This is an optimization exercise on Yosys and OpenROAD, whose aim is small area, a short achievable clock period and few clock cycles per item, not a production implementation.
Where RTL was checked, it was by simulation tests only, not by an equivalence proof against the original.
No activity file was given, so power comes from the tool's default toggle rates.

==> inputs of run a <==
Design phase_accumulator, start of the top module:
module phase_accumulator #(
    parameter integer CONV_KP = 2,    
    parameter integer CONV_KF = 4     
) (
    input  wire        clk,
    input  wire        rst,           
    input  wire        tick_valid,
    output wire        tick_ready,
    input  wire        cmd_valid,
    output wire        cmd_ready,
    input  wire [7:0]  cmd_op,
    input  wire [31:0] cmd_arg,
    output reg         rsp_valid,
    output reg         rsp_err,
    output reg  [31:0] rsp_data
);
Settings: LEC_CHECK=0, CAP_MARGIN=20, CORE_MARGIN=2, CORE_UTILIZATION=30, PLACE_DENSITY=0.5, SETUP_SLACK_MARGIN=5, SLEW_MARGIN=20, SYNTH_MEMORY_MAX_BITS=32768; clock period 12.0 ns.
run.sh (not shown) runs the stock make flow with config.mk's settings and CLKGATE_MAP_FILE= SYNTH_SCRIPT=/design/flow/synth_recipe.tcl, a recipe that flattens the netlist after the stock synthesis.
==> run b (differences from run a) <==
--- a/flow/design.v
+++ b/flow/design.v
@@ -746,12 +746,11 @@
             default: dlt = 6'o00;
         endcase
     end
 endmodule
 module pa_fconv #(
-    parameter integer KP = 2,           
-    parameter integer KF = 6            
+    parameter integer K = 2             
 ) (
     input  wire        clk,
     input  wire        rst,
     input  wire        start,      
     input  wire        is_period,  
@@ -760,15 +759,13 @@
     output wire        last,       
     output reg         fin,        
     output reg         fin_set,    
     output wire [23:0] result      
 );
-    localparam integer KM = (KF > KP) ? KF : KP;
-    localparam integer NQ = 24 + KM - 1;          
+    localparam integer NQ = 24 + K - 1;           
     localparam [46:0] B = 47'd72057594037927;
     reg          it;         
-    reg          per;        
     reg  [4:0]   cyc;        
     reg          sp;         
     reg          sp_max;     
     reg  [23:0]  den;        
     reg  [23:0]  rem;
@@ -776,81 +773,56 @@
     wire        f_sign = arg[31];
     wire [7:0]  f_exp  = arg[30:23];
     wire [23:0] f_m    = {1'b1, arg[22:0]};
     wire        f_nan  = (&f_exp) && (|arg[22:0]);
     reg         s_sp, s_max;
-    reg  [4:0]  s_cyc;
-    reg  [2:0]  s_pad;
-    reg  [23:0] keep;        
-    integer j, n;
+    reg  [4:0]  s_n;         
     always @(*) begin
-        s_cyc = 5'd0;
-        s_pad = 3'd0;
         if (!is_period) begin
             s_sp  = f_nan | f_sign | (f_exp >= 8'd136) | (f_exp <= 8'd111);
             s_max = !f_nan & !f_sign & (f_exp >= 8'd136);
-            for (n = 0; n < 24; n = n + 1)
-                if (f_exp[4:0] == ((112 + n) % 32)) begin
-                    s_cyc = n / KF + 1;
-                    s_pad = (KF - 1) - (n % KF);
-                end
-            for (j = 0; j < 24; j = j + 1)
-                keep[j] = (f_exp >= 135 - j);
+            s_n   = {~f_exp[4], f_exp[3:0]};      
         end else begin
             s_sp  = f_nan | f_sign | (f_exp >= 8'd142) | (f_exp <= 8'd117);
             s_max = !f_nan & (f_sign | (f_exp <= 8'd117));
-            for (n = 0; n < 24; n = n + 1)
-                if (f_exp[4:0] == ((141 - n) % 32)) begin
-                    s_cyc = n / KP + 1;
-                    s_pad = (KP - 1) - (n % KP);
-                end
-            for (j = 0; j < 24; j = j + 1)
-                keep[j] = (f_exp <= 118 + j);
+            s_n   = 5'd13 - f_exp[4:0];           
         end
     end
+    reg  [4:0] s_cyc;
+    reg  [1:0] s_pad;
+    integer n;
+    always @(*) begin
+        s_cyc = 5'd0;
+        s_pad = 2'd0;
+        for (n = 0; n < 24; n = n + 1)
+            if (s_n == n) begin
+                s_cyc = n / K + 1;
+                s_pad = (K - 1) - (n % K);
+            end
+    end
+    reg  [23:0] keep;
+    integer j;
+    always @(*)
+        for (j = 0; j < 24; j = j + 1)
+            keep[j] = (j >= 23 - s_n);
     wire [46:0] x_f = {17'd0, f_m[23:18], f_m[17:0], 6'd0};    
     wire [46:0] x_p = B;
     wire [46:0] x   = (is_period ? x_p : x_f) & {23'h7fffff, keep};
     wire [46:0] x_s = x >> s_pad;
-    wire [NQ+22:0] x_q = {x, {(KM-1){1'b0}}} >> s_pad;
-    assign last = it & (cyc == 5'd1);
-    localparam integer KP2 = KP / 2;
-    wire [25:0]   d1 = {2'b00, den};
-    wire [25:0]   d2 = {1'b0, den, 1'b0};
-    reg  [23:0]   pr [0:KP2];
-    reg [NQ-1:0]  pq [0:KP2];
-    reg  [25:0]   py;
-    reg  [26:0]   p1, p2, p3;
+    wire [NQ+22:0] x_q = {x, {(K-1){1'b0}}} >> s_pad;
+    assign last   = it & (cyc == 5'd1);
+    reg  [23:0]   r_s [0:K];
+    reg [NQ-1:0]  q_s [0:K];
+    reg  [25:0]   t;
     integer i;
     always @(*) begin
-        pr[0] = rem;
-        pq[0] = nq;
-        for (i = 0; i < KP2; i = i + 1) begin
-            py = {pr[i], pq[i][NQ-1:NQ-2]};
-            p1 = {1'b0, py} - {1'b0, d1};
-            p2 = {1'b0, py} - {1'b0, d2};
-            p3 = {1'b0, py} - {1'b0, d1} - {1'b0, d2};
-            if (!p3[26])      begin pr[i+1] = p3[23:0]; pq[i+1] = {pq[i][NQ-3:0], 2'd3}; end
-            else if (!p2[26]) begin pr[i+1] = p2[23:0]; pq[i+1] = {pq[i][NQ-3:0], 2'd2}; end
-            else if (!p1[26]) begin pr[i+1] = p1[23:0]; pq[i+1] = {pq[i][NQ-3:0], 2'd1}; end
-            else              begin pr[i+1] = py[23:0]; pq[i+1] = {pq[i][NQ-3:0], 2'd0}; end
-        end
-    end
-    localparam integer KF2 = KF / 2;
-    reg  [6:0]    fr [0:KF2];
-    reg [NQ-1:0]  fq [0:KF2];
-    reg  [8:0]    fy;
-    integer f;
-    always @(*) begin
-        fr[0] = rem[6:0];
-        fq[0] = nq;
-        for (f = 0; f < KF2; f = f + 1) begin
-            fy = {fr[f], fq[f][NQ-1:NQ-2]};
-            if (fy >= 9'd375)      begin fr[f+1] = fy - 9'd375; fq[f+1] = {fq[f][NQ-3:0], 2'd3}; end
-            else if (fy >= 9'd250) begin fr[f+1] = fy - 9'd250; fq[f+1] = {fq[f][NQ-3:0], 2'd2}; end
-            else if (fy >= 9'd125) begin fr[f+1] = fy - 9'd125; fq[f+1] = {fq[f][NQ-3:0], 2'd1}; end
-            else                   begin fr[f+1] = fy[6:0];     fq[f+1] = {fq[f][NQ-3:0], 2'd0}; end
+        r_s[0] = rem;
+        q_s[0] = nq;
+        for (i = 0; i < K; i = i + 1) begin
+            t = {1'b0, r_s[i], q_s[i][NQ-1]} - {2'b00, den};
+            r_s[i+1] = t[25] ? {r_s[i][22:0], q_s[i][NQ-1]} : t[23:0];
+            q_s[i+1] = {q_s[i][NQ-2:0], !t[25]};
         end
     end
     always @(posedge clk) begin
         if (rst) begin
             it  <= 1'b0;
@@ -859,19 +831,18 @@
             fin <= 1'b0;
             if (start) begin
                 sp      <= s_sp;
                 sp_max  <= s_max;
                 fin_set <= is_set;
-                per     <= is_period;
                 cyc     <= s_sp ? 5'd1 : s_cyc;
                 it      <= 1'b1;
-                den     <= f_m;
+                den     <= is_period ? f_m : 24'd125;
                 rem     <= x_s[46:24];
                 nq      <= x_q[NQ-1:0];
             end else if (it) begin
-                rem <= per ? pr[KP2] : {17'd0, fr[KF2]};
-                nq  <= per ? pq[KP2] : fq[KF2];
+                rem <= r_s[K];
+                nq  <= q_s[K];
                 cyc <= cyc - 5'd1;
                 if (cyc == 5'd1) begin
                     it  <= 1'b0;
                     fin <= 1'b1;
                 end
@@ -882,12 +853,11 @@
     assign result = sp ? (sp_max ? 24'h800000 : 24'd1) :
                     (q[23] & |q[22:0]) ? 24'h800000 :
                     (q == 24'd0) ? 24'd1 : q;
 endmodule
 module phase_accumulator #(
-    parameter integer CONV_KP = 2,    
-    parameter integer CONV_KF = 4     
+    parameter integer CONV_K = 2      
 ) (
     input  wire        clk,
     input  wire        rst,           
     input  wire        tick_valid,
     output wire        tick_ready,
@@ -942,11 +912,11 @@
             default: d_kind   = K_ERR;
         endcase
     end
     wire        cv_last, cv_fin, cv_fin_set;
     wire [23:0] cv_result;
-    pa_fconv #(.KP(CONV_KP), .KF(CONV_KF)) u_fconv (
+    pa_fconv #(.K(CONV_K)) u_fconv (
         .clk       (clk),
         .rst       (rst),
         .start     (cfire & d_conv),
         .is_period (cmd_op[0]),
         .is_set    (cmd_op[1]),
==> comparison table <==
| item | run b | run a |
|---|---|---|
| Run status | no timing/DRC/antenna violations | no timing/DRC/antenna violations |
| Critical path buffers and inverters | 3 | 0 |
| Register share of total power | 33.8% | 33.9% |
| Seq group | 772 uW | 775 uW |
| Area occupied by multi-input gates | 0.0157 mm^2 | 0.0184 mm^2 |
| Critical path launch point | u_fconv.den[1]$_SDFFCE_PN0P_ | u_fconv.rem[5]$_DFFE_PP_ |
| Initial Utilization | 30.4% | 30.2% |
| Metal3 WL | 5520 um | 6200 um |
| Number of antenna violations at the first check in global routing | 4 | 5 |
| Wire length of the first global-routing pass | 128000 um | 151000 um |
| Peak clock frequency supported by timing | 151 MHz | 157 MHz |
| Via count of the first global-routing pass | 20900 | 24300 |
| Clock network area share | 4.05% | 3.43% |
| Final routed wirelength across all metal layers | 84000 um | 99000 um |
| # rows | 98 | 105 |
Function was not checked in any run of this note: the RTL went through the layout flow alone.

* * *

==> trial 5: inputs <==
Another version of the RTL of phase_accumulator (not shown whole).
// phase_accumulator
module phase_accumulator #(
    parameter integer CONV_KP = 2,    
    parameter integer CONV_KF = 6     
) (
    input  wire        clk,
    input  wire        rst,           
    input  wire        tick_valid,
    output wire        tick_ready,
    input  wire        cmd_valid,
    output wire        cmd_ready,
    input  wire [7:0]  cmd_op,
    input  wire [31:0] cmd_arg,
    output reg         rsp_valid,
    output reg         rsp_err,
    output reg  [31:0] rsp_data
);
    localparam [3:0] K_ZERO  = 4'd0;
    localparam [3:0] K_VALUE = 4'd1;
    localparam [3:0] K_CNT   = 4'd2;
    localparam [3:0] K_INC   = 4'd3;
    localparam [3:0] K_HALF  = 4'd4;
    localparam [3:0] K_ERR   = 4'd5;
    localparam [3:0] K_MINF  = 4'd8;    
    localparam [3:0] K_MAXF  = 4'd9;
    localparam [3:0] K_MINP  = 4'd10;
    localparam [3:0] K_MAXP  = 4'd11;
    reg [23:0] cnt;
    reg [23:0] inc;
    reg [2:0]  sel;
    reg        crdy;
    reg        trdy;
    assign cmd_ready  = crdy;
    assign tick_ready = trdy;
    wire cfire = cmd_valid & crdy;
    wire tfire = tick_valid & trdy;
    reg       d_set_inc, d_set_cnt, d_tick, d_rst_ph, d_set_wave, d_conv;
    reg [3:0] d_kind;
    always @(*) begin
        d_set_inc = 1'b0; d_set_cnt = 1'b0; d_tick = 1'b0; d_rst_ph = 1'b0;
        d_set_wave = 1'b0; d_conv = 1'b0;
        d_kind = K_ZERO;
        case (cmd_op)
            8'h01: d_set_inc  = 1'b1;
            8'h02: d_kind     = K_INC;
            8'h03: d_set_cnt  = 1'b1;
            8'h04: d_kind     = K_CNT;
            8'h05: d_tick     = 1'b1;
            8'h06: d_rst_ph   = 1'b1;
            8'h07: d_kind     = K_HALF;
            8'h10: d_kind     = K_VALUE;
            8'h11: d_set_wave = 1'b1;
            8'h20, 8'h21, 8'h22, 8'h23: d_conv = 1'b1;
            8'h24: d_kind     = K_MINF;
            8'h25: d_kind     = K_MAXF;
            8'h26: d_kind     = K_MINP;
            8'h27: d_kind     = K_MAXP;
            default: d_kind   = K_ERR;
        endcase
    end
    wire        cv_last, cv_fin, cv_fin_set;
    wire [23:0] cv_result;
    pa_fconv #(.KP(CONV_KP), .KF(CONV_KF)) u_fconv (
        .clk       (clk),
        .rst       (rst),
        .start     (cfire & d_conv),
        .is_period (cmd_op[0]),
        .is_set    (cmd_op[1]),
  ...
==> module pa_fconv, before the edit <==
module pa_fconv #(
    parameter integer KP = 2,           
    parameter integer KF = 6            
) (
    input  wire        clk,
    input  wire        rst,
    input  wire        start,      
    input  wire        is_period,  
    input  wire        is_set,     
    input  wire [31:0] arg,        
    output wire        last,       
    output reg         fin,        
    output reg         fin_set,    
    output wire [23:0] result      
);
    localparam integer KM = (KF > KP) ? KF : KP;
    localparam integer NQ = 24 + KM - 1;          
    localparam [46:0] B = 47'd72057594037927;
    reg          it;         
    reg          per;        
    reg  [4:0]   cyc;        
    reg          sp;         
    reg          sp_max;     
    reg  [23:0]  den;        
    reg  [23:0]  rem;
    reg [NQ-1:0] nq;         
    wire        f_sign = arg[31];
    wire [7:0]  f_exp  = arg[30:23];
    wire [23:0] f_m    = {1'b1, arg[22:0]};
    wire        f_nan  = (&f_exp) && (|arg[22:0]);
    reg         s_sp, s_max;
    reg  [4:0]  s_cyc;
    reg  [2:0]  s_pad;
    reg  [23:0] keep;        
    integer j, n;
    always @(*) begin
        s_cyc = 5'd0;
        s_pad = 3'd0;
        if (!is_period) begin
            s_sp  = f_nan | f_sign | (f_exp >= 8'd136) | (f_exp <= 8'd111);
            s_max = !f_nan & !f_sign & (f_exp >= 8'd136);
            for (n = 0; n < 24; n = n + 1)
                if (f_exp[4:0] == ((112 + n) % 32)) begin
                    s_cyc = n / KF + 1;
                    s_pad = (KF - 1) - (n % KF);
                end
            for (j = 0; j < 24; j = j + 1)
                keep[j] = (f_exp >= 135 - j);
        end else begin
            s_sp  = f_nan | f_sign | (f_exp >= 8'd142) | (f_exp <= 8'd117);
            s_max = !f_nan & (f_sign | (f_exp <= 8'd117));
            for (n = 0; n < 24; n = n + 1)
                if (f_exp[4:0] == ((141 - n) % 32)) begin
                    s_cyc = n / KP + 1;
                    s_pad = (KP - 1) - (n % KP);
                end
            for (j = 0; j < 24; j = j + 1)
                keep[j] = (f_exp <= 118 + j);
        end
    end
    wire [46:0] x_f = {17'd0, f_m[23:18], f_m[17:0], 6'd0};    
    wire [46:0] x_p = B;
    wire [46:0] x   = (is_period ? x_p : x_f) & {23'h7fffff, keep};
    wire [46:0] x_s = x >> s_pad;
    wire [NQ+22:0] x_q = {x, {(KM-1){1'b0}}} >> s_pad;
    assign last = it & (cyc == 5'd1);
    localparam integer KP2 = KP / 2;
    wire [25:0]   d1 = {2'b00, den};
    wire [25:0]   d2 = {1'b0, den, 1'b0};
    reg  [23:0]   pr [0:KP2];
    reg [NQ-1:0]  pq [0:KP2];
    reg  [25:0]   py;
    reg  [26:0]   p1, p2, p3;
    integer i;
    always @(*) begin
        pr[0] = rem;
        pq[0] = nq;
        for (i = 0; i < KP2; i = i + 1) begin
            py = {pr[i], pq[i][NQ-1:NQ-2]};
            p1 = {1'b0, py} - {1'b0, d1};
            p2 = {1'b0, py} - {1'b0, d2};
            p3 = {1'b0, py} - {1'b0, d1} - {1'b0, d2};
            if (!p3[26])      begin pr[i+1] = p3[23:0]; pq[i+1] = {pq[i][NQ-3:0], 2'd3}; end
            else if (!p2[26]) begin pr[i+1] = p2[23:0]; pq[i+1] = {pq[i][NQ-3:0], 2'd2}; end
            else if (!p1[26]) begin pr[i+1] = p1[23:0]; pq[i+1] = {pq[i][NQ-3:0], 2'd1}; end
            else              begin pr[i+1] = py[23:0]; pq[i+1] = {pq[i][NQ-3:0], 2'd0}; end
        end
    end
    localparam integer KF2 = KF / 2;
    reg  [6:0]    fr [0:KF2];
    reg [NQ-1:0]  fq [0:KF2];
    reg  [8:0]    fy;
    integer f;
    always @(*) begin
        fr[0] = rem[6:0];
        fq[0] = nq;
        for (f = 0; f < KF2; f = f + 1) begin
            fy = {fr[f], fq[f][NQ-1:NQ-2]};
            if (fy >= 9'd375)      begin fr[f+1] = fy - 9'd375; fq[f+1] = {fq[f][NQ-3:0], 2'd3}; end
            else if (fy >= 9'd250) begin fr[f+1] = fy - 9'd250; fq[f+1] = {fq[f][NQ-3:0], 2'd2}; end
            else if (fy >= 9'd125) begin fr[f+1] = fy - 9'd125; fq[f+1] = {fq[f][NQ-3:0], 2'd1}; end
            else                   begin fr[f+1] = fy[6:0];     fq[f+1] = {fq[f][NQ-3:0], 2'd0}; end
        end
    end
    always @(posedge clk) begin
        if (rst) begin
            it  <= 1'b0;
            fin <= 1'b0;
        end else begin
            fin <= 1'b0;
            if (start) begin
                sp      <= s_sp;
                sp_max  <= s_max;
                fin_set <= is_set;
                per     <= is_period;
                cyc     <= s_sp ? 5'd1 : s_cyc;
                it      <= 1'b1;
                den     <= f_m;
                rem     <= x_s[46:24];
                nq      <= x_q[NQ-1:0];
            end else if (it) begin
                rem <= per ? pr[KP2] : {17'd0, fr[KF2]};
                nq  <= per ? pq[KP2] : fq[KF2];
                cyc <= cyc - 5'd1;
                if (cyc == 5'd1) begin
                    it  <= 1'b0;
                    fin <= 1'b1;
                end
            end
        end
    end
    wire [23:0] q = nq[23:0];
    assign result = sp ? (sp_max ? 24'h800000 : 24'd1) :
                    (q[23] & |q[22:0]) ? 24'h800000 :
                    (q == 24'd0) ? 24'd1 : q;
endmodule
export LEC_CHECK = 0
export CAP_MARGIN = 20
export CORE_MARGIN = 2
export CORE_UTILIZATION = 30
export PLACE_DENSITY = 0.5
export SETUP_SLACK_MARGIN = 5
export SLEW_MARGIN = 20
export SYNTH_MEMORY_MAX_BITS = 32768
create_clock -name core_clock -period 12.0 [get_ports {clk}]
==> inputs of build 78, as changes to trial 5 <==
--- a/flow/design.v
+++ b/flow/design.v
@@ -743,154 +743,124 @@
             10'h25d: dlt = 6'o00;
             10'h25e: dlt = 6'o00;
             10'h25f: dlt = 6'o00;
             default: dlt = 6'o00;
         endcase
     end
 endmodule
 module pa_fconv #(
-    parameter integer KP = 2,           
-    parameter integer KF = 6            
+    parameter integer K = 2             
 ) (
     input  wire        clk,
     input  wire        rst,
     input  wire        start,      
     input  wire        is_period,  
     input  wire        is_set,     
     input  wire [31:0] arg,        
     output wire        last,       
     output reg         fin,        
     output reg         fin_set,    
     output wire [23:0] result      
 );
-    localparam integer KM = (KF > KP) ? KF : KP;
-    localparam integer NQ = 24 + KM - 1;          
+    localparam integer NQ = 24 + K - 1;           
     localparam [46:0] B = 47'd72057594037927;
     reg          it;         
-    reg          per;        
     reg  [4:0]   cyc;        
     reg          sp;         
     reg          sp_max;     
     reg  [23:0]  den;        
     reg  [23:0]  rem;
     reg [NQ-1:0] nq;         
     wire        f_sign = arg[31];
     wire [7:0]  f_exp  = arg[30:23];
     wire [23:0] f_m    = {1'b1, arg[22:0]};
     wire        f_nan  = (&f_exp) && (|arg[22:0]);
     reg         s_sp, s_max;
-    reg  [4:0]  s_cyc;
-    reg  [2:0]  s_pad;
-    reg  [23:0] keep;        
-    integer j, n;
+    reg  [4:0]  s_n;         
     always @(*) begin
-        s_cyc = 5'd0;
-        s_pad = 3'd0;
         if (!is_period) begin
             s_sp  = f_nan | f_sign | (f_exp >= 8'd136) | (f_exp <= 8'd111);
             s_max = !f_nan & !f_sign & (f_exp >= 8'd136);
-            for (n = 0; n < 24; n = n + 1)
-                if (f_exp[4:0] == ((112 + n) % 32)) begin
-                    s_cyc = n / KF + 1;
-                    s_pad = (KF - 1) - (n % KF);
-                end
-            for (j = 0; j < 24; j = j + 1)
-                keep[j] = (f_exp >= 135 - j);
+            s_n   = {~f_exp[4], f_exp[3:0]};      
         end else begin
             s_sp  = f_nan | f_sign | (f_exp >= 8'd142) | (f_exp <= 8'd117);
             s_max = !f_nan & (f_sign | (f_exp <= 8'd117));
-            for (n = 0; n < 24; n = n + 1)
-                if (f_exp[4:0] == ((141 - n) % 32)) begin
-                    s_cyc = n / KP + 1;
-                    s_pad = (KP - 1) - (n % KP);
-                end
-            for (j = 0; j < 24; j = j + 1)
-                keep[j] = (f_exp <= 118 + j);
+            s_n   = 5'd13 - f_exp[4:0];           
         end
     end
+    reg  [4:0] s_cyc;
+    reg  [1:0] s_pad;
+    integer n;
+    always @(*) begin
+        s_cyc = 5'd0;
+        s_pad = 2'd0;
+        for (n = 0; n < 24; n = n + 1)
+            if (s_n == n) begin
+                s_cyc = n / K + 1;
+                s_pad = (K - 1) - (n % K);
+            end
+    end
+    reg  [23:0] keep;
+    integer j;
+    always @(*)
+        for (j = 0; j < 24; j = j + 1)
+            keep[j] = (j >= 23 - s_n);
     wire [46:0] x_f = {17'd0, f_m[23:18], f_m[17:0], 6'd0};    
     wire [46:0] x_p = B;
     wire [46:0] x   = (is_period ? x_p : x_f) & {23'h7fffff, keep};
     wire [46:0] x_s = x >> s_pad;
-    wire [NQ+22:0] x_q = {x, {(KM-1){1'b0}}} >> s_pad;
-    assign last = it & (cyc == 5'd1);
-    localparam integer KP2 = KP / 2;
-    wire [25:0]   d1 = {2'b00, den};
-    wire [25:0]   d2 = {1'b0, den, 1'b0};
-    reg  [23:0]   pr [0:KP2];
-    reg [NQ-1:0]  pq [0:KP2];
-    reg  [25:0]   py;
-    reg  [26:0]   p1, p2, p3;
+    wire [NQ+22:0] x_q = {x, {(K-1){1'b0}}} >> s_pad;
+    assign last   = it & (cyc == 5'd1);
+    reg  [23:0]   r_s [0:K];
+    reg [NQ-1:0]  q_s [0:K];
+    reg  [25:0]   t;
     integer i;
     always @(*) begin
-        pr[0] = rem;
-        pq[0] = nq;
-        for (i = 0; i < KP2; i = i + 1) begin
-            py = {pr[i], pq[i][NQ-1:NQ-2]};
-            p1 = {1'b0, py} - {1'b0, d1};
-            p2 = {1'b0, py} - {1'b0, d2};
-            p3 = {1'b0, py} - {1'b0, d1} - {1'b0, d2};
-            if (!p3[26])      begin pr[i+1] = p3[23:0]; pq[i+1] = {pq[i][NQ-3:0], 2'd3}; end
-            else if (!p2[26]) begin pr[i+1] = p2[23:0]; pq[i+1] = {pq[i][NQ-3:0], 2'd2}; end
-            else if (!p1[26]) begin pr[i+1] = p1[23:0]; pq[i+1] = {pq[i][NQ-3:0], 2'd1}; end
-            else              begin pr[i+1] = py[23:0]; pq[i+1] = {pq[i][NQ-3:0], 2'd0}; end
-        end
-    end
-    localparam integer KF2 = KF / 2;
-    reg  [6:0]    fr [0:KF2];
-    reg [NQ-1:0]  fq [0:KF2];
-    reg  [8:0]    fy;
-    integer f;
-    always @(*) begin
-        fr[0] = rem[6:0];
-        fq[0] = nq;
-        for (f = 0; f < KF2; f = f + 1) begin
-            fy = {fr[f], fq[f][NQ-1:NQ-2]};
-            if (fy >= 9'd375)      begin fr[f+1] = fy - 9'd375; fq[f+1] = {fq[f][NQ-3:0], 2'd3}; end
-            else if (fy >= 9'd250) begin fr[f+1] = fy - 9'd250; fq[f+1] = {fq[f][NQ-3:0], 2'd2}; end
-            else if (fy >= 9'd125) begin fr[f+1] = fy - 9'd125; fq[f+1] = {fq[f][NQ-3:0], 2'd1}; end
-            else                   begin fr[f+1] = fy[6:0];     fq[f+1] = {fq[f][NQ-3:0], 2'd0}; end
+        r_s[0] = rem;
+        q_s[0] = nq;
+        for (i = 0; i < K; i = i + 1) begin
+            t = {1'b0, r_s[i], q_s[i][NQ-1]} - {2'b00, den};
+            r_s[i+1] = t[25] ? {r_s[i][22:0], q_s[i][NQ-1]} : t[23:0];
+            q_s[i+1] = {q_s[i][NQ-2:0], !t[25]};
         end
     end
     always @(posedge clk) begin
         if (rst) begin
             it  <= 1'b0;
             fin <= 1'b0;
         end else begin
             fin <= 1'b0;
             if (start) begin
                 sp      <= s_sp;
                 sp_max  <= s_max;
                 fin_set <= is_set;
-                per     <= is_period;
                 cyc     <= s_sp ? 5'd1 : s_cyc;
                 it      <= 1'b1;
-                den     <= f_m;
+                den     <= is_period ? f_m : 24'd125;
                 rem     <= x_s[46:24];
                 nq      <= x_q[NQ-1:0];
             end else if (it) begin
-                rem <= per ? pr[KP2] : {17'd0, fr[KF2]};
-                nq  <= per ? pq[KP2] : fq[KF2];
+                rem <= r_s[K];
+                nq  <= q_s[K];
                 cyc <= cyc - 5'd1;
                 if (cyc == 5'd1) begin
                     it  <= 1'b0;
                     fin <= 1'b1;
                 end
             end
         end
     end
     wire [23:0] q = nq[23:0];
     assign result = sp ? (sp_max ? 24'h800000 : 24'd1) :
                     (q[23] & |q[22:0]) ? 24'h800000 :
                     (q == 24'd0) ? 24'd1 : q;
 endmodule
 module phase_accumulator #(
-    parameter integer CONV_KP = 2,    
-    parameter integer CONV_KF = 6     
+    parameter integer CONV_K = 2      
 ) (
     input  wire        clk,
     input  wire        rst,           
     input  wire        tick_valid,
     output wire        tick_ready,
     input  wire        cmd_valid,
     output wire        cmd_ready,
     input  wire [7:0]  cmd_op,
@@ -939,17 +909,17 @@
             8'h25: d_kind     = K_MAXF;
             8'h26: d_kind     = K_MINP;
             8'h27: d_kind     = K_MAXP;
             default: d_kind   = K_ERR;
         endcase
     end
     wire        cv_last, cv_fin, cv_fin_set;
     wire [23:0] cv_result;
-    pa_fconv #(.KP(CONV_KP), .KF(CONV_KF)) u_fconv (
+    pa_fconv #(.K(CONV_K)) u_fconv (
         .clk       (clk),
         .rst       (rst),
         .start     (cfire & d_conv),
         .is_period (cmd_op[0]),
         .is_set    (cmd_op[1]),
         .arg       (cmd_arg),
         .last      (cv_last),
         .fin       (cv_fin),
==> flow/flow/run.sh (new file) <==
#!/bin/bash
set -euo pipefail
bash standard.sh SETUP_SLACK_MARGIN=7 finish > standard_flow.log 2>&1
==> flow/standard.sh (new file) <==
#!/bin/bash
# synth_recipe.tcl (not shown) runs the flow's synth.tcl, then flattens the netlist and writes it again
# the make line also repeats each setting of config.mk as NAME=value (left out here)
make -C /OpenROAD-flow-scripts/flow DESIGN_CONFIG=/design/flow/config.mk WORK_HOME=/design/flow/orfs CLKGATE_MAP_FILE= SYNTH_SCRIPT=/design/flow/synth_recipe.tcl "${@:-finish}"
--- a/flow/config.mk
+++ b/flow/config.mk
@@ -4,11 +4,10 @@
 export VERILOG_FILES = /design/flow/design.v
 export SDC_FILE = /design/flow/constraint.sdc
 export NUM_CORES = 4
 export LEC_CHECK = 0
 export CAP_MARGIN = 20
 export CORE_MARGIN = 2
 export CORE_UTILIZATION = 30
 export PLACE_DENSITY = 0.5
-export SETUP_SLACK_MARGIN = 5
 export SLEW_MARGIN = 20
 export SYNTH_MEMORY_MAX_BITS = 32768
removed: flow/run.sh
==> inputs of trial 6, as changes to trial 5 <==
--- a/flow/design.v
+++ b/flow/design.v
@@ -773,87 +773,77 @@
     reg  [23:0]  den;        
     reg  [23:0]  rem;
     reg [NQ-1:0] nq;         
     wire        f_sign = arg[31];
     wire [7:0]  f_exp  = arg[30:23];
     wire [23:0] f_m    = {1'b1, arg[22:0]};
     wire        f_nan  = (&f_exp) && (|arg[22:0]);
     reg         s_sp, s_max;
-    reg  [4:0]  s_cyc;
-    reg  [2:0]  s_pad;
-    reg  [23:0] keep;        
-    integer j, n;
+    reg  [4:0]  s_n;         
     always @(*) begin
-        s_cyc = 5'd0;
-        s_pad = 3'd0;
         if (!is_period) begin
             s_sp  = f_nan | f_sign | (f_exp >= 8'd136) | (f_exp <= 8'd111);
             s_max = !f_nan & !f_sign & (f_exp >= 8'd136);
-            for (n = 0; n < 24; n = n + 1)
-                if (f_exp[4:0] == ((112 + n) % 32)) begin
-                    s_cyc = n / KF + 1;
-                    s_pad = (KF - 1) - (n % KF);
-                end
-            for (j = 0; j < 24; j = j + 1)
-                keep[j] = (f_exp >= 135 - j);
+            s_n   = {~f_exp[4], f_exp[3:0]};      
         end else begin
             s_sp  = f_nan | f_sign | (f_exp >= 8'd142) | (f_exp <= 8'd117);
             s_max = !f_nan & (f_sign | (f_exp <= 8'd117));
-            for (n = 0; n < 24; n = n + 1)
-                if (f_exp[4:0] == ((141 - n) % 32)) begin
+            s_n   = 5'd13 - f_exp[4:0];           
+        end
+    end
+    reg  [4:0] s_cyc;
+    reg  [2:0] s_pad;
+    integer n;
+    always @(*) begin
+        s_cyc = 5'd0;
+        s_pad = 3'd0;
+        for (n = 0; n < 24; n = n + 1)
+            if (s_n == n) begin
+                if (is_period) begin
                     s_cyc = n / KP + 1;
                     s_pad = (KP - 1) - (n % KP);
+                end else begin
+                    s_cyc = n / KF + 1;
+                    s_pad = (KF - 1) - (n % KF);
                 end
-            for (j = 0; j < 24; j = j + 1)
-                keep[j] = (f_exp <= 118 + j);
-        end
+            end
     end
+    reg  [23:0] keep;
+    integer j;
+    always @(*)
+        for (j = 0; j < 24; j = j + 1)
+            keep[j] = (j >= 23 - s_n);
     wire [46:0] x_f = {17'd0, f_m[23:18], f_m[17:0], 6'd0};    
     wire [46:0] x_p = B;
     wire [46:0] x   = (is_period ? x_p : x_f) & {23'h7fffff, keep};
     wire [46:0] x_s = x >> s_pad;
     wire [NQ+22:0] x_q = {x, {(KM-1){1'b0}}} >> s_pad;
     assign last = it & (cyc == 5'd1);
-    localparam integer KP2 = KP / 2;
-    wire [25:0]   d1 = {2'b00, den};
-    wire [25:0]   d2 = {1'b0, den, 1'b0};
-    reg  [23:0]   pr [0:KP2];
-    reg [NQ-1:0]  pq [0:KP2];
-    reg  [25:0]   py;
-    reg  [26:0]   p1, p2, p3;
+    reg  [23:0]   pr [0:KP];
+    reg [NQ-1:0]  pq [0:KP];
+    reg  [25:0]   pt;
+    reg  [6:0]    fr [0:KF];
+    reg [NQ-1:0]  fq [0:KF];
+    reg  [7:0]    ft;
     integer i;
     always @(*) begin
         pr[0] = rem;
         pq[0] = nq;
-        for (i = 0; i < KP2; i = i + 1) begin
-            py = {pr[i], pq[i][NQ-1:NQ-2]};
-            p1 = {1'b0, py} - {1'b0, d1};
-            p2 = {1'b0, py} - {1'b0, d2};
-            p3 = {1'b0, py} - {1'b0, d1} - {1'b0, d2};
-            if (!p3[26])      begin pr[i+1] = p3[23:0]; pq[i+1] = {pq[i][NQ-3:0], 2'd3}; end
-            else if (!p2[26]) begin pr[i+1] = p2[23:0]; pq[i+1] = {pq[i][NQ-3:0], 2'd2}; end
-            else if (!p1[26]) begin pr[i+1] = p1[23:0]; pq[i+1] = {pq[i][NQ-3:0], 2'd1}; end
-            else              begin pr[i+1] = py[23:0]; pq[i+1] = {pq[i][NQ-3:0], 2'd0}; end
+        for (i = 0; i < KP; i = i + 1) begin
+            pt = {1'b0, pr[i], pq[i][NQ-1]} - {2'b00, den};
+            pr[i+1] = pt[25] ? {pr[i][22:0], pq[i][NQ-1]} : pt[23:0];
+            pq[i+1] = {pq[i][NQ-2:0], !pt[25]};
         end
-    end
-    localparam integer KF2 = KF / 2;
-    reg  [6:0]    fr [0:KF2];
-    reg [NQ-1:0]  fq [0:KF2];
-    reg  [8:0]    fy;
-    integer f;
-    always @(*) begin
         fr[0] = rem[6:0];
         fq[0] = nq;
-        for (f = 0; f < KF2; f = f + 1) begin
-            fy = {fr[f], fq[f][NQ-1:NQ-2]};
-            if (fy >= 9'd375)      begin fr[f+1] = fy - 9'd375; fq[f+1] = {fq[f][NQ-3:0], 2'd3}; end
-            else if (fy >= 9'd250) begin fr[f+1] = fy - 9'd250; fq[f+1] = {fq[f][NQ-3:0], 2'd2}; end
-            else if (fy >= 9'd125) begin fr[f+1] = fy - 9'd125; fq[f+1] = {fq[f][NQ-3:0], 2'd1}; end
-            else                   begin fr[f+1] = fy[6:0];     fq[f+1] = {fq[f][NQ-3:0], 2'd0}; end
+        for (i = 0; i < KF; i = i + 1) begin
+            ft = {fr[i], fq[i][NQ-1]};
+            fr[i+1] = (ft >= 8'd125) ? (ft - 8'd125) : ft[6:0];
+            fq[i+1] = {fq[i][NQ-2:0], ft >= 8'd125};
         end
     end
     always @(posedge clk) begin
         if (rst) begin
             it  <= 1'b0;
             fin <= 1'b0;
         end else begin
             fin <= 1'b0;
@@ -863,18 +853,18 @@
                 fin_set <= is_set;
                 per     <= is_period;
                 cyc     <= s_sp ? 5'd1 : s_cyc;
                 it      <= 1'b1;
                 den     <= f_m;
                 rem     <= x_s[46:24];
                 nq      <= x_q[NQ-1:0];
             end else if (it) begin
-                rem <= per ? pr[KP2] : {17'd0, fr[KF2]};
-                nq  <= per ? pq[KP2] : fq[KF2];
+                rem <= per ? pr[KP] : {17'd0, fr[KF]};
+                nq  <= per ? pq[KP] : fq[KF];
                 cyc <= cyc - 5'd1;
                 if (cyc == 5'd1) begin
                     it  <= 1'b0;
                     fin <= 1'b1;
                 end
             end
         end
     end
==> notes.md <==
| item | build 78 | trial 6 | trial 5 |
|---|---|---|---|
| Detailed router's first-iteration violation count | 2412 | 1836 | 2414 |
| Number of gates on the worst path with buffers counted | 24 | 26 | 26 |
| Post-synthesis share of cell area spent on and, or, nand and nor gates | 21.1% | 20.2% | 19.1% |
| Count of inverters not on the clock network in the layout | 98 | 113 | 131 |
| Synth-to-Final Area Change | 17.4% | 14.9% | 11.2% |
| CLK BUF | 42 | 33 | 39 |
| Routed length on met2 | 39.8 mm | 40.9 mm | 41.0 mm |
| Pwr/cell area | 87.8 mW/mm^2 | 88.3 mW/mm^2 | 82.0 mW/mm^2 |
| Die area | 0.0749 mm^2 | 0.0804 mm^2 | 0.0843 mm^2 |
| Outcome | finished clean | finished clean | finished clean |
| Mean number of vias per cell | 5.82 | 5.62 | 5.72 |
| Actual transition at the worst max-transition pin | 1070 ps | 1040 ps | 1060 ps |
| Clk_skew | 25.1 ps | 18.5 ps | 56.2 ps |
| Reg-to-reg slack, setup | 5890 ps | 5290 ps | 5420 ps |
| GRT Total Usage | 22.0% | 20.6% | 20.8% |
| Avg WL per Cell | 22.4 um | 20.9 um | 21.2 um |
Testbench counts of trial 6, summed over its fixed seeds: cycles 35,512, cmds 24,000.
Only the layout flow was run in trial 5 and build 78; the RTL was not checked for function there.

static timing again, ports no longer ideal:
No port has a modelled driver above. Below, the same layouts with a new extraction and two added sets of constraints.
Step 1 sets driving cells, clkbuf_16 on the clock port and buf_2 on the other inputs (assumed; they add their load-dependent delay and slew).
Step 2 adds t to the input delays and takes it off the output delays; t is the mean of the earliest and latest rising clock arrival at the registers after step 1. Input paths then give back, and output paths get back, about the clock's delay inside the block.
Slacks: ideal ports / drivers / drivers and shift; pairs: ideal ports / drivers.
run | shift t [ns] | slack for setup (ns) | latest minus earliest clock arrival (ns) | worst data-port slew with drivers (ns) | pins driven straight from the clock port
run a | 0.641 | 5.624 / 5.624 / 5.624 | 0.014 / 0.015 | 0.13 | 1
run b | 0.641 | 5.391 / 5.391 / 5.391 | 0.045 / 0.045 | 0.06 | 1
trial 5 | 0.657 | 5.416 / 5.416 / 5.416 | 0.059 / 0.059 | 0.06 | 1
build 78 | 0.621 | 5.889 / 5.889 / 5.889 | 0.026 / 0.025 | 0.09 | 1
trial 6 | 0.648 | 5.291 / 5.291 / 5.080 | 0.022 / 0.022 | 0.05 | 1
After both steps setup and hold are still met in every run listed. For trial 6, which loses most, drivers alone change the setup slack by 0.000 ns; drivers and shift together by -0.211 ns.
